This is an optimization exercise on Yosys and OpenROAD, whose aim is small area, not a production implementation.
Function was checked by simulation only, so behaviour that the tests miss may differ from the original.

JK:
// softspi_exp
module softspi_exp (
    input  wire        clk,
    input  wire        rst,           
    input  wire        cmd_valid,
    output wire        cmd_ready,
    input  wire [31:0] cmd,
    input  wire [31:0] now,           
    output reg         rsp_valid,
    output wire [15:0] rsp_data,
    output wire        rsp_refused,
    output reg         pins_oe,       
    output reg         out_data,
    output reg         out_clk,       
    output wire        out_latch,
    output wire        in_latch,      
    output wire        in_clk,        
    input  wire        in_data,
    output wire        dac_cs,
    output reg         dac_data,
    output wire        adc_convst,
    input  wire        adc_data
);
    localparam [7:0] OP_START = 8'h01, OP_STOP  = 8'h02,
                     OP_WPIN  = 8'h10, OP_WPORT = 8'h11,
                     OP_SCAN  = 8'h20, OP_RPIN  = 8'h21,
                     OP_SETCH = 8'h30,
  ...
==> flow/config.mk <==
export PLATFORM = sky130hd
export DESIGN_NAME = softspi_exp
export DESIGN_NICKNAME = softspi_exp
export VERILOG_FILES = /design/flow/design.v
export SDC_FILE = /design/flow/constraint.sdc
export NUM_CORES = 4
export LEC_CHECK = 0
export CAP_MARGIN = 20
export CORE_MARGIN = 2
export CORE_UTILIZATION = 40
export SLEW_MARGIN = 20
==> flow/constraint.sdc <==
create_clock -name core_clock -period 10.0 [get_ports {clk}]
set_input_delay 2.0000 -clock core_clock [delete_from_list [all_inputs] [get_ports {clk}]]
set_output_delay 2.0000 -clock core_clock [all_outputs]
set_load 0.01 [all_outputs]
standard.sh (not shown) runs the stock make flow with config.mk's settings and CLKGATE_MAP_FILE= SYNTH_SCRIPT=/design/flow/synth_recipe.tcl, a recipe that flattens the netlist after the stock synthesis.
==> flow/flow/run.sh <==
#!/bin/bash
set -euo pipefail
WORK=$(pwd)
export BUFFER_PORTS_ARGS="-buffer_cell sky130_fd_sc_hd__buf_1"
export CTS_ARGS="-sink_clustering_enable -repair_clock_nets -dont_use_dummy_load -sink_clustering_size 30 -sink_clustering_max_diameter 100 -buf_list {sky130_fd_sc_hd__clkbuf_8 sky130_fd_sc_hd__clkbuf_16}"
R=$WORK/orfs/results/$FLOW_PLATFORM/softspi_exp/base
LIB=$FLOW_HOME/platforms/$FLOW_PLATFORM/lib/sky130_fd_sc_hd__tt_025C_1v80.lib
YOSYS=$(dirname "$FLOW_HOME")/tools/install/yosys/bin/yosys
[ -x "$YOSYS" ] || YOSYS=yosys

bash standard.sh synth > standard_synth.log 2>&1
cp "$R/1_2_yosys.v" "$WORK/synth_standard.v"

# Two rounds: each runs every ABC script on the current netlist and keeps the
# smallest result if it is smaller than the current one.
cur="$WORK/synth_standard.v"
cur_area=$(python3 - "$cur" "$LIB" <<'EOP'
import re,sys
area={}; c=None
for l in open(sys.argv[2]):
    m=re.match(r'\s*cell \("?(\w+)"?\)',l)
    if m: c=m.group(1)
    m=re.match(r'\s*area\s*:\s*([\d.]+)',l)
    if m and c and c not in area: area[c]=float(m.group(1))
print(sum(area.get(t,0) for t in re.findall(r'^\s*(sky130_fd_sc_hd__\w+)\s',open(sys.argv[1]).read(),re.M)))
EOP
)
echo "standard area $cur_area" >> remap_choice.log
for round in 1 2; do
  best=""; best_area=$cur_area
  for s in 1 2 3 4; do
    out="$WORK/remap_r${round}_$s"
    if bash flow/remap.sh "$cur" "$out.v" "$LIB" "$WORK/flow/abc$s.script" "$YOSYS" "$out.ys" > "$out.log" 2>&1; then
      a=$(grep -i "chip area for module" "$out.log" | tail -1 | awk '{print $NF}')
      echo "round $round abc$s area $a" >> remap_choice.log
      if awk "BEGIN{exit !($a < $best_area)}"; then best="$out.v"; best_area=$a; fi
    fi
  done
  [ -n "$best" ] || break
  cur="$best"; cur_area=$best_area
  echo "round $round chose $best area $best_area" >> remap_choice.log
done
cp "$cur" "$R/1_2_yosys.v"
touch "$R/1_2_yosys.v"

bash standard.sh > standard_finish.log 2>&1
Other scripts of this flow, unchanged in this note and not shown: flow/flow/abc1.script, flow/flow/abc2.script, flow/flow/abc3.script, flow/flow/abc4.script, flow/flow/remap.sh
Changes in AL relative to JK:
--- a/flow/design.v
+++ b/flow/design.v
@@ -1,19 +1,19 @@
 module softspi_exp (
     input  wire        clk,
     input  wire        rst,           
     input  wire        cmd_valid,
     output wire        cmd_ready,
     input  wire [31:0] cmd,
     input  wire [31:0] now,           
     output reg         rsp_valid,
     output wire [15:0] rsp_data,
-    output wire        rsp_refused,
+    output reg         rsp_refused,
     output reg         pins_oe,       
     output reg         out_data,
     output reg         out_clk,       
     output wire        out_latch,
     output wire        in_latch,      
     output wire        in_clk,        
     input  wire        in_data,
     output wire        dac_cs,
     output reg         dac_data,
@@ -55,22 +55,19 @@
     reg        in_z;         
     reg [15:0] aw [0:7];     
     reg [2:0]  aoff;
     reg        adc_z;        
     reg        pend;         
     reg [31:0] last;
     reg        primed;
     reg        enabled;
     reg [16:0] dv;           
-    reg  [1:0] rk;
-    wire       rk_pin = rk[1] & !rk[0];
-    wire       rk_ch  = rk[1] &  rk[0];
-    assign     rsp_refused = !rk[1] & rk[0];
+    reg        rk_pin, rk_ch;
     integer i;
     wire [7:0]  c_op  = cmd[31:24];
     wire [7:0]  c_idx = cmd[15:8];
     wire [7:0]  c_ch  = cmd[23:16];
     reg c_legal;
     always @(*) begin
         case (c_op)
             OP_START, OP_STOP, OP_SCAN, OP_CONV, OP_RSMP, OP_TASK:
                 c_legal = (cmd[23:0] == 24'd0);
@@ -171,32 +168,36 @@
             in_z      <= 1'b1;
             adc_z     <= 1'b1;
             primed    <= 1'b0;
             enabled   <= 1'b0;
             rsp_valid <= 1'b0;
             pins_oe   <= 1'b0;
             out_data  <= 1'b0;
             out_clk   <= 1'b0;
             dac_data  <= 1'b0;
-            rk        <= 2'b00;
+            rsp_refused <= 1'b0;
+            rk_pin    <= 1'b0;
+            rk_ch     <= 1'b0;
         end else begin
             aoff        <= aoff + 3'd1;
             rsp_valid   <= 1'b0;
-            rk          <= 2'b00;
+            rsp_refused <= 1'b0;
+            rk_pin      <= 1'b0;
+            rk_ch       <= 1'b0;
             ph          <= 4'd0;
             case (state)
             S_IDLE: begin
                 op_seq   <= (c_op == OP_START) || (c_op == OP_TASK);
                 idx      <= cmd[12:8] | {5{cmd[28] & cmd[24]}};
                 bc       <= 7'd23;
                 if (accept) begin
                     if (!c_legal) begin
-                        rk          <= 2'b01;
+                        rsp_refused <= 1'b1;
                         rsp_valid   <= 1'b1;
                     end else begin
                         case (c_op)
                         OP_START: state <= S_CFG;
                         OP_STOP: begin
                             pins_oe   <= 1'b0;
                             in_z      <= 1'b1;
                             out_z     <= 1'b1;
                             enabled   <= 1'b0;
@@ -209,31 +210,31 @@
                                 rsp_valid <= 1'b1;
                         end
                         OP_WPORT: begin
                             out_state <= cmd[23:0];
                             out_z     <= 1'b0;
                             state     <= S_LO;
                         end
                         OP_SCAN:  state <= S_SLAT0;
                         OP_RPIN: begin
-                            rk        <= {(c_idx < 8'd16), 1'b0};
+                            rk_pin    <= (c_idx < 8'd16);
                             rsp_valid <= 1'b1;
                         end
                         OP_SETCH: begin
                             if (c_ch < 8'd2)
                                 state <= S_DCS0;
                             else
                                 rsp_valid <= 1'b1;
                         end
                         OP_CONV:  state <= S_CV;
                         OP_RSMP:  state <= S_RCS0;
                         OP_RCH: begin
-                            rk        <= {(c_idx < 8'd8), (c_idx < 8'd8)};
+                            rk_ch     <= (c_idx < 8'd8);
                             rsp_valid <= 1'b1;
                         end
                         OP_TASK: begin
                             if (enabled && due) begin
                                 last   <= now;
                                 primed <= 1'b0;
                                 state  <= S_SLAT0;
                             end else begin
                                 rsp_valid <= 1'b1;
Notes after the runs:
- The launch point of the worst path comes out idx[0] in one run and idx[1] in the other, namely in JK and AL respectively.
- JK has higher synthesized netlist cell count than AL.
- Summary — detailed-routing wirelength on met1, AL relative to JK: higher, by 3.4%.
- Count of filler cells inserted in the layout, AL and JK: lower on AL
- Sort AL and JK by number of signal-net inverters in the final layout, ascending, and AL comes first.
- Final critical path time including I/O delays and setup ended up 0.32 ns higher on AL than on JK.

[what the ideal ports hide]
Ports are ideal in the flow. The routed layouts listed here were re-timed in OpenROAD. Step 1 assumes that a clkbuf_16 drives the clock port and a buf_2 every other input. Step 2 adds t to the input delays and takes it off the output delays; t is the mean of the earliest and latest rising clock arrival at the registers after step 1. Input paths then give back, and output paths get back, about the clock's delay inside the block. a / b / c = no drivers / after step 1 / after step 2; a / b = the first two.
run	t (ns)	setup WS [ns]	slew at the worst register clock pin (ns)	worst data-port slew with drivers (ns)	pins driven straight from the clock port
JK	0.514	4.322 / 4.278 / 4.791	0.12 / 0.12	0.05	1
AL	0.514	4.007 / 3.960 / 4.474	0.11 / 0.11	0.07	1
After both steps every run listed still meets setup and hold.
